What follows belongs to an exercise in optimizing a design on an open flow for small area, a short achievable clock period and few clock cycles per item; a production flow would make more cautious choices.
Function was checked by simulation only, so behaviour that the tests miss may differ from the original.

run a:
## yuv2rgb
module yuv2rgb (
    input  wire       clk,
    input  wire       rst,
    input  wire       in_valid,
    output wire       in_ready,
    input  wire [7:0] in_y,
    input  wire [7:0] in_u,
    input  wire [7:0] in_v,
    output wire       out_valid,
    input  wire       out_ready,
    output wire [7:0] out_r,
    output wire [7:0] out_g,
    output wire [7:0] out_b,
    output wire [7:0] out_luma
);
For scale: about 110 flip-flops, ~62 I/O pins, roughly 13000 um2 of cells after synthesis.
Settings: LEC_CHECK=0, CAP_MARGIN=20, CORE_MARGIN=2, CORE_UTILIZATION=40, SLEW_MARGIN=20, SYNTH_HIERARCHICAL=1, SYNTH_MINIMUM_KEEP_SIZE=0, TNS_END_PERCENT=10; clock period 16.0 ns.
standard.sh (not shown) runs the stock make flow with config.mk's settings and CLKGATE_MAP_FILE= SYNTH_SCRIPT=/design/flow/synth_recipe.tcl, a recipe that flattens the netlist after the stock synthesis.
==> flow/flow/run.sh <==
#!/bin/bash
# Standard ORFS layout (the standard.sh) with these changes in how it is made:
#  - the port buffers buffer_ports inserts are sky130_fd_sc_hd__buf_1 cells
#    (every input and output port still gets its own buffer);
#  - clock tree synthesis runs with its standard options but without dummy loads;
#  - timing repair is asked to leave 11.65 ns of setup slack at the design's
#    16 ns clock, so the resizer works on the critical paths.
# Clock period, I/O constraints and all other steps are the standard ones.
# make's output goes to standard_flow.log; each ORFS step keeps its own log
# under orfs/logs/.
set -euo pipefail
export BUFFER_PORTS_ARGS="-buffer_cell sky130_fd_sc_hd__buf_1"
export CTS_ARGS="-sink_clustering_enable -repair_clock_nets -dont_use_dummy_load"
bash standard.sh SETUP_SLACK_MARGIN=11.65 finish > standard_flow.log 2>&1
Testbench counts of run a, summed over its fixed seeds: cycles 16,024, items 16,000.
Here is what was changed in the inputs of run b compared with run a.
==> flow/flow/run.sh <==
#!/bin/bash
# Standard ORFS layout (the standard.sh) with two changes in how it is made:
#  - the port buffers buffer_ports inserts are sky130_fd_sc_hd__buf_1 cells
#    (every input and output port still gets its own buffer);
#  - timing repair is asked to leave 11.0 ns of setup slack at the design's
#    16 ns clock, so the resizer works on the critical paths.
# Clock period, I/O constraints and all other steps are the standard ones.
set -euo pipefail
export BUFFER_PORTS_ARGS="-buffer_cell sky130_fd_sc_hd__buf_1"
bash standard.sh SETUP_SLACK_MARGIN=11.9 finish > standard_flow.log 2>&1
Notes after the runs:
- Per the comparison of run b with run a, number of setup buffers added after CTS climbed 20, synthesis-to-layout area growth climbed 3.3 points, register-to-register slack dropped 30 ps, pin count of the biggest net entering global routing barely changed.
- Final worst-path setup slack delta (run b − run a): unfavourable
- Sort run a and run b by largest stage delay on the critical path asc -> top: run a
- As of run b, maximum clock frequency had fallen slightly compared to run a.
- Compared with run a, run b shows a biggest fanout along the worst timing path that is 1 higher.
- NOTE total detailed-routing wirelength run a->run b increased slightly

---

Another version of the RTL of yuv2rgb (not shown whole).
For scale: ~62 I/O pins, about 12000 µm² of cells after synthesis.
Settings: LEC_CHECK=0, CAP_MARGIN=20, CORE_MARGIN=2, CORE_UTILIZATION=40, CTS_CLUSTER_DIAMETER=120, CTS_CLUSTER_SIZE=40, SLEW_MARGIN=20, SYNTH_HIERARCHICAL=1, SYNTH_MINIMUM_KEEP_SIZE=0; clock period 16.0 ns.
==> flow/flow/run.sh <==
#!/bin/bash
# Standard ORFS layout (the standard.sh) with two changes in how it is made:
#  - the port buffers buffer_ports inserts are sky130_fd_sc_hd__buf_1 cells
#    (every input and output port still gets its own buffer);
#  - timing repair is asked to leave 11.0 ns of setup slack at the design's
#    16 ns clock, so the resizer works on the critical paths.
# Clock period, I/O constraints and all other steps are the standard ones.
set -euo pipefail
export BUFFER_PORTS_ARGS="-buffer_cell sky130_fd_sc_hd__buf_1"
bash standard.sh SETUP_SLACK_MARGIN=11.4 finish > standard_flow.log 2>&1
Testbench counts at the start, summed over its fixed seeds: cycles 16,024, items 16,000.
Rerun with:
--- a/flow/flow/run.sh
+++ b/flow/flow/run.sh
@@ -9,2 +9,2 @@
 export BUFFER_PORTS_ARGS="-buffer_cell sky130_fd_sc_hd__buf_1"
-bash standard.sh SETUP_SLACK_MARGIN=11.4 finish > standard_flow.log 2>&1
+bash standard.sh SETUP_SLACK_MARGIN=11.0 finish > standard_flow.log 2>&1
CTS_CLUSTER_DIAMETER = not set   (was 120)
CTS_CLUSTER_SIZE = not set   (was 40)
What happened: Synthesized area is unchanged. Final area fell by 1.8%. Routed wire length goes down by 3.9%. Setup slack got worse by 0.14 ns. Hold slack loses 0.011 ns. First-iteration DRC count goes down by 20%. Die area does not change.

[separate check: timing with driven ports]
In the flow no input, the clock included, has a driving cell. The finished layouts below were timed again as built, in two steps. Step 1 assumes that a clkbuf_16 drives the clock port and a buf_2 every other input. Step 2 adds t to the input delays and takes it off the output delays; t is the mean of the earliest and latest rising clock arrival at the registers after step 1. Input paths then give back, and output paths get back, about the clock's delay inside the block. Slacks: ideal ports / drivers / drivers and shift; pairs: ideal ports / drivers.
| run | shift t [ns] | slack for setup (ns) | slew at the worst register clock pin (ns) | worst data-port slew with drivers (ns) |
|---|---|---|---|---|
| run a | 0.396 | 11.752 / 11.752 / 11.408 | 0.08 / 0.08 | 0.04 |
| run b | 0.401 | 11.726 / 11.726 / 11.425 | 0.08 / 0.08 | 0.04 |
| the first run of note 2 | 0.411 | 11.332 / 11.332 / 11.262 | 0.09 / 0.09 | 0.05 |
| the second run of note 2 | 0.403 | 11.193 / 11.193 / 11.193 | 0.09 / 0.09 | 0.04 |
After both steps every run listed still meets setup and hold. For run a, which loses most, drivers alone change the setup slack by 0.000 ns; drivers and shift together by -0.344 ns.
